Background: an optimization exercise with open tools, aiming at small area, a short achievable clock period and few clock cycles per item. Do not read the settings as production practice.
In this exercise RTL edits were held to simulation tests only and were not proved equivalent to the original.

==> 10-10 <==
Design cplx_alu, start of the top module:
module cplx_alu (
    input  wire         clk,
    input  wire         rst,
    input  wire         in_valid,
    output wire         in_ready,
    input  wire [1:0]   op,
    input  wire [127:0] a,
    input  wire [127:0] b,
    input  wire [127:0] c,
    output wire         out_valid,
    output wire [127:0] y
);
    localparam OP_CADD = 2'd0;
    localparam OP_CMAC = 2'd2;
    reg         rdy;         
    reg         nrdy;        
    reg         iv;          
    reg         cadd0, cadd1, cadd2, ncadd3, ncadd4;
    reg [127:0] c_q;
    reg         s_ar, s_ai, s_br, s_bi;
    reg [11:0]  e_ar, e_ai, e_br, e_bi;
    reg [52:0]  m_ar, m_ai, m_br, m_bi;
    function [11:0] in_exp(input [10:0] e);
        in_exp = {1'b0, e[10:1], e[0] | (e == 11'd0)};
    endfunction
    wire sub_in = (a[62:52] == 11'd0) | (a[126:116] == 11'd0) |
                  (b[62:52] == 11'd0) | (b[126:116] == 11'd0);
    wire done_ar = m_ar[52] | (m_ar == 53'd0);
    wire done_ai = m_ai[52] | (m_ai == 53'd0);
    wire done_br = m_br[52] | (m_br == 53'd0);
    wire done_bi = m_bi[52] | (m_bi == 53'd0);
    wire all_done = done_ar & done_ai & done_br & done_bi;
    wire issue = iv & all_done;
    always @(posedge clk) begin
        if (rst) begin
            rdy  <= 1'b1;
  ...
export LEC_CHECK = 0
export CAP_MARGIN = 20
export CORE_MARGIN = 2
export CORE_UTILIZATION = 50
export SETUP_SLACK_MARGIN = 1.0
export SLEW_MARGIN = 20
create_clock -name core_clock -period 26.0 [get_ports {clk}]
standard.sh (not shown) runs the stock make flow with config.mk's settings and CLKGATE_MAP_FILE= SYNTH_SCRIPT=/design/flow/synth_recipe.tcl, a recipe that flattens the netlist after the stock synthesis.
==> flow/flow/run.sh <==
#!/bin/bash
set -euo pipefail
W=$PWD
F=$W/flow
R=$W/orfs/results/$FLOW_PLATFORM/cplx_alu/base

MARGIN=$(awk -v p="$FLOW_PERIOD_NS" 'BEGIN { printf "%.3f", p - 6.6 }')

bash "$W/standard.sh" "$R/1_2_yosys.v" > "$W/synth.log" 2>&1
python3 "$F/fainv.py" "$R/1_2_yosys.v" "$W/1_2_yosys_fainv.v" > "$W/fainv.log" 2>&1
cp "$W/1_2_yosys_fainv.v" "$R/1_2_yosys.v"
bash "$W/standard.sh" synth > "$W/synth_odb.log" 2>&1
bash "$W/standard.sh" floorplan place "BUFFER_PORTS_ARGS=-buffer_cell sky130_fd_sc_hd__buf_2" > "$W/place.log" 2>&1
bash "$W/standard.sh" "SETUP_SLACK_MARGIN=$MARGIN" MATCH_CELL_FOOTPRINT=0 > "$W/layout.log" 2>&1
Other scripts of this flow, unchanged in this note and not shown: flow/flow/fainv.py
==> inputs of 05-28, as changes to 10-10 <==
--- a/flow/flow/run.sh
+++ b/flow/flow/run.sh
@@ -5,5 +5,5 @@
 R=$W/orfs/results/$FLOW_PLATFORM/cplx_alu/base
 
-MARGIN=$(awk -v p="$FLOW_PERIOD_NS" 'BEGIN { printf "%.3f", p - 6.6 }')
+MARGIN=$(awk -v p="$FLOW_PERIOD_NS" 'BEGIN { printf "%.3f", p - 6.8 }')
 
 bash "$W/standard.sh" "$R/1_2_yosys.v" > "$W/synth.log" 2>&1
==> summary.txt <==
OUTCOME
----------------------------------------------------------------
Outcome ........................................... finished clean

GLOBAL ROUTE
----------------------------------------------------------------
Met2 track demand over resource in global routing .        0.680
Met3 layer usage reported by global route .........        0.208
Global routing met1 resource utilization ..........        0.564

FINAL LAYOUT
----------------------------------------------------------------
Antenna fix cells .................................          215
Nets@finish .......................................       51,100
Final Core Density ................................        0.542
Area occupied by registers ........................  77,700 um^2

Source of the figures above: 05-28

==> summary.txt <==
FINAL LAYOUT
----------------------------------------------------------------
Final Core Density ................................        0.544
Antenna fix cells .................................          242
Area occupied by registers ........................  77,700 um^2

SETUP PATH
----------------------------------------------------------------
R2r worst-path depth ..............................           14
Data required time at the worst endpoint ..........     20.80 ns
Number of cells on the critical path ..............            1

GLOBAL ROUTE
----------------------------------------------------------------
Met3 layer usage reported by global route .........        0.209
Global Route Usage Sum ............................        0.480
Met2 track demand over resource in global routing .        0.680
Global routing met1 resource utilization ..........        0.564

OUTCOME
----------------------------------------------------------------
Outcome ........................................... finished clean

WORST HOLD PATH
----------------------------------------------------------------
Type of the most critical hold path ...............   reg -> reg

Source of the figures above: 10-10

Testbench counts of 10-10, summed over its fixed seeds: cycles 3,280, items 3,200.
Testbench counts of 05-28, summed over its fixed seeds: cycles 3,280, items 3,200.

[static timing again, ports no longer ideal]
How much do the figures lean on ideal ports? The routed layouts below were timed once more, with nothing changed but the port constraints.
Step 1: set_driving_cell puts a clkbuf_16 on clk and a buf_2 on each other input, an assumption about the parent block.
Step 2 adds t to the input delays and takes it off the output delays; t is the mean of the earliest and latest rising clock arrival at the registers after step 1. Input paths then give back, and output paths get back, about the clock's delay inside the block.
Slacks: no drivers / after step 1 / after step 2; pairs: no drivers / after step 1.
| run | shift t [ns] | setup WS [ns] | hold slack, ns | worst setup path at the end | slew at the worst register clock pin (ns) |
|---|---|---|---|---|---|
| 10-10 | 1.355 | 19.138 / 18.956 / 18.410 | 0.235 / 0.235 / 0.235 | input to register | 0.10 / 0.10 |
| 05-28 | 1.358 | 18.979 / 18.966 / 18.413 | 0.236 / 0.236 / 0.236 | input to register | 0.10 / 0.10 |
After both steps setup and hold are still met in every run listed. The setup slack of 10-10, which loses most, moves by -0.182 ns with the drivers and by -0.728 ns with both steps.
